What follows belongs to an exercise in optimizing a design on an open flow for small area, a short achievable clock period and few clock cycles per item; a production flow would make more cautious choices. Where RTL was checked, it was by simulation tests only, not by an equivalence proof against the original. Power and IR drop assume default switching activity.

## monarco_conv
module monarco_conv (
    input  wire        clk,
    input  wire        rst,
    input  wire        in_valid,
    output wire        in_ready,
    input  wire [31:0] in_word,
    input  wire [63:0] in_payload,
    output reg         out_valid,
    input  wire        out_ready,
    output reg  [15:0] out_code,
    output reg  [2:0]  out_status,
    output reg  [1:0]  out_warn
);
    reg        busy;
    reg        first;     
    reg        op_duty, op_aout, op_freq;
    reg        c_resv, c_idx, c_den0, c_num0;
    reg        ph_mul;    
    reg        ph_cmp;    
    reg        ph_div;    
    reg        ph_eq;     
    reg        ph_fin;    
    reg        ph_xit;    
    reg [3:0]  cnt;
    reg        cnt0;      
    reg        s_divd, s_divn, s_sub2n, s_sub2d, s_prep;
    reg        s1_add2d, s1_add4d, s1_sub2d;
    reg        s2_add2d, s2_add4d, s2_sub2d;
    reg signed [32:0] R;
    reg [23:0] L;
    reg [31:0] D;         
    reg [31:0] N;         
    reg [3:0]  m10;       
    wire [7:0]  opcode = in_word[31:24];
    wire [3:0]  index  = in_word[3:0];
    wire [31:0] num    = in_payload[63:32];
    wire [31:0] den    = in_payload[31:0];
    wire is_duty = (opcode == 8'h12);
    wire is_freq = (opcode == 8'h13);
    wire is_aout = (opcode == 8'h14);
    wire known   = op_duty | op_aout | op_freq;
    wire num_neg = N[31];
    wire special = ~known | c_resv | c_idx | c_den0 | num_neg | c_num0 | (op_freq & D[31]);
    reg [20:0] sres;      
    always @(*) begin
        if (!known)                 sres = {3'd1, 18'd0};
        else if (c_resv)            sres = {3'd2, 18'd0};
        else if (c_idx)             sres = {3'd3, 18'd0};
        else if (c_den0)            sres = {3'd4, 18'd0};
  ...
Size in the first run: about 1800 cells after synthesis, about 120 I/O pins, roughly 0.016 mm2 of cells after synthesis.
clock: 10.0 ns
lec_check: 0
abc_clock_period_in_ps: 5000
cap_margin: 20
core_margin: 2
core_utilization: 40
setup_slack_margin: 5
slew_margin: 20
run.sh (not shown) runs the stock make flow with config.mk's settings and CLKGATE_MAP_FILE= SYNTH_SCRIPT=/design/flow/synth_recipe.tcl, a recipe that flattens the netlist after the stock synthesis.
The starting point finished clean.
Rerun with:
Settings changed: ABC_CLOCK_PERIOD_IN_PS 5000 to 7000, SETUP_SLACK_MARGIN 5 to 3.
Result:
- The changed run ran to the end with no violations
- count of clock-buffer cells in the layout is higher by 4
- flip-flop and latch count is unchanged
- die area stays the same
- cell area went down by about 8%
- global-route usage shrinks by 2.4 points
- clock power drops by about 2%
- wire length is lower by 5.1%
- core utilization decreases by 4.0 points
Function was not checked in any run of this note: the RTL went through the layout flow alone.

---

monarco_conv, a different RTL version from the one above (not shown whole).
Size in the first run: about 180 flip-flops, roughly 120 I/O pins, ~18000 µm² of cells after synthesis.
==> flow/config.mk <==
export PLATFORM = sky130hd
export DESIGN_NAME = monarco_conv
export DESIGN_NICKNAME = monarco_conv
export VERILOG_FILES = /design/flow/design.v
export SDC_FILE = /design/flow/constraint.sdc
export NUM_CORES = 4
export LEC_CHECK = 0
export ABC_AREA = 1
export CAP_MARGIN = 20
export CORE_MARGIN = 2
export CORE_UTILIZATION = 40
export SETUP_SLACK_MARGIN = 3
export SLEW_MARGIN = 20
==> flow/constraint.sdc <==
create_clock -name core_clock -period 10.0 [get_ports {clk}]
set_input_delay 2.0000 -clock core_clock [delete_from_list [all_inputs] [get_ports {clk}]]
set_output_delay 2.0000 -clock core_clock [all_outputs]
set_load 0.01 [all_outputs]
Then changed:
Settings changed: ABC_AREA 1 to not set, ABC_CLOCK_PERIOD_IN_PS set to 7000.
Maximum frequency is lower by a few percent.
Routed wire length is lower by roughly a tenth.
Sequential power hardly moves.
Worst setup slack gets worse by 0.16 ns.
Sequential cell count stays the same.
Utilization is higher by 1.6 points.
Register-to-register slack gets worse by 0.16 ns.
Cell area is lower by a few percent.
Sequential share of layout area is higher by 0.99 points.
No run of this note included a check of the RTL's function; only the layout flow was run.

---

monarco_conv, a different RTL version from the one above (not shown whole).
Size in the first run: ~2000 cells after synthesis, roughly 180 flip-flops, about 120 I/O pins.
Design monarco_conv, start of the top module:
module monarco_conv (
    input  wire        clk,
    input  wire        rst,
    input  wire        in_valid,
    output wire        in_ready,
    input  wire [31:0] in_word,
    input  wire [63:0] in_payload,
    output reg         out_valid,
    input  wire        out_ready,
    output reg  [15:0] out_code,
    output reg  [2:0]  out_status,
    output reg  [1:0]  out_warn
);
make LEC_CHECK=0 CAP_MARGIN=20 CORE_MARGIN=2 CORE_UTILIZATION=50 SETUP_SLACK_MARGIN=3 SLEW_MARGIN=20 finish   # period 10.0 ns
Testbench counts at the start, summed over its fixed seeds: cycles 66,471, items 8,000.
Rerun with:
Settings changed: ABC_CLOCK_PERIOD_IN_PS from default to 6000, CORE_UTILIZATION 50 to 40, SETUP_SLACK_MARGIN 3 to 4.
What happened:
- register-to-register slack improves by 0.06 ns
- cell area rose by 7.7%
- wire length rose by 4.4%
- setup slack improves by 0.060 ns
- worst hold slack is about the same
Rerun with:
Settings changed: ABC_CLOCK_PERIOD_IN_PS 6000 to 7000, CORE_UTILIZATION 40 to 50, SETUP_SLACK_MARGIN 4 to 3.
Cell count drops by a little under a tenth.
Sequential power hardly moves.
First-iteration DRC count climbs by about a fifth.
Combinational power drops by about a fifth.
Fmax drops slightly.
Area after synthesis does not change.
Setup slack loses 0.060 ns.
Rerun with:
Settings changed: CORE_UTILIZATION 50 to 40.
After rerunning: The new run completed without violations; hold slack hardly moves; cell count rises by 5.1%; sequential power barely changes; routed wire length goes up by 2.4%; register-to-register slack is worse by 0.06 ns.

---

Another version of the RTL of monarco_conv (not shown whole).
Size in the first run: about 2000 cells after synthesis, ~180 flip-flops, roughly 120 I/O pins, roughly 17000 µm² of cells after synthesis.
==> flow/config.mk <==
export PLATFORM = sky130hd
export DESIGN_NAME = monarco_conv
export DESIGN_NICKNAME = monarco_conv
export VERILOG_FILES = /design/flow/design.v
export SDC_FILE = /design/flow/constraint.sdc
export NUM_CORES = 4
export LEC_CHECK = 0
export CAP_MARGIN = 20
export CORE_MARGIN = 2
export CORE_UTILIZATION = 40
export SLEW_MARGIN = 20
==> flow/constraint.sdc <==
create_clock -name core_clock -period 10.0 [get_ports {clk}]
set_input_delay 2.0000 -clock core_clock [delete_from_list [all_inputs] [get_ports {clk}]]
set_output_delay 2.0000 -clock core_clock [all_outputs]
set_load 0.01 [all_outputs]
The starting point passed the timing, design-rule and antenna checks.
Testbench counts at the start, summed over its fixed seeds: cycles 66,471, items 8,000.
==> next run, changes <==
- ABC_CLOCK_PERIOD_IN_PS: not set -> 7000
- SETUP_SLACK_MARGIN: not set -> 3
=>
- synthesized area does not change
- hold slack improves by 0.0060 ns
- setup slack gains 1.6 ns
- count of clock-buffer cells in the layout does not change
- wire length grows by a few percent
- cell area went up by a few percent
- total power rises by a few percent
- global-route usage grows by 0.23 points
- via count came out higher slightly
- first-iteration DRC count increases slightly
- fmax grows by about a fifth

separate check: timing with driven ports:
No port has a modelled driver above. Below, the same layouts with a new extraction and two added sets of constraints. Step 1 (the two cells are an assumption about what drives the block):
set clk [get_ports {clk}]
set_driving_cell -lib_cell sky130_fd_sc_hd__clkbuf_16 $clk
set_driving_cell -lib_cell sky130_fd_sc_hd__buf_2 [delete_from_list [all_inputs] $clk]
Step 2, shift: input delay + t, output delay - t, t = (earliest + latest rising clock arrival at the registers) / 2. This alone moves slack from input paths to output paths. Three values: no drivers, after step 1, after step 2; two values: the first two.
run	t (ns)	setup slack, ns	worst setup path at the end	clock arrival spread, ns	cell pins on the clock port's net
the first run of note 1	0.512	3.325 / 3.325 / 3.325	register to register	0.012 / 0.013	1
the second run of note 1	0.510	3.046 / 3.046 / 3.046	register to register	0.017 / 0.017	1
the first run of note 2	0.562	3.264 / 3.264 / 3.264	register to register	0.020 / 0.020	1
the second run of note 2	0.548	3.100 / 3.100 / 3.100	register to register	0.013 / 0.013	1
the first run of note 3	0.514	3.119 / 3.119 / 3.119	register to register	0.022 / 0.022	1
the second run of note 3	0.521	3.179 / 3.179 / 3.179	register to register	0.016 / 0.016	1
the third run of note 3	0.514	3.119 / 3.119 / 3.119	register to register	0.022 / 0.022	1
the fourth run of note 3	0.515	3.056 / 3.056 / 3.056	register to register	0.018 / 0.018	1
the first run of note 4	0.519	1.440 / 1.440 / 1.440	register to register	0.018 / 0.018	1
the second run of note 4	0.520	3.001 / 3.001 / 3.001	register to register	0.020 / 0.020	1
After both steps setup and hold are still met in every run listed.
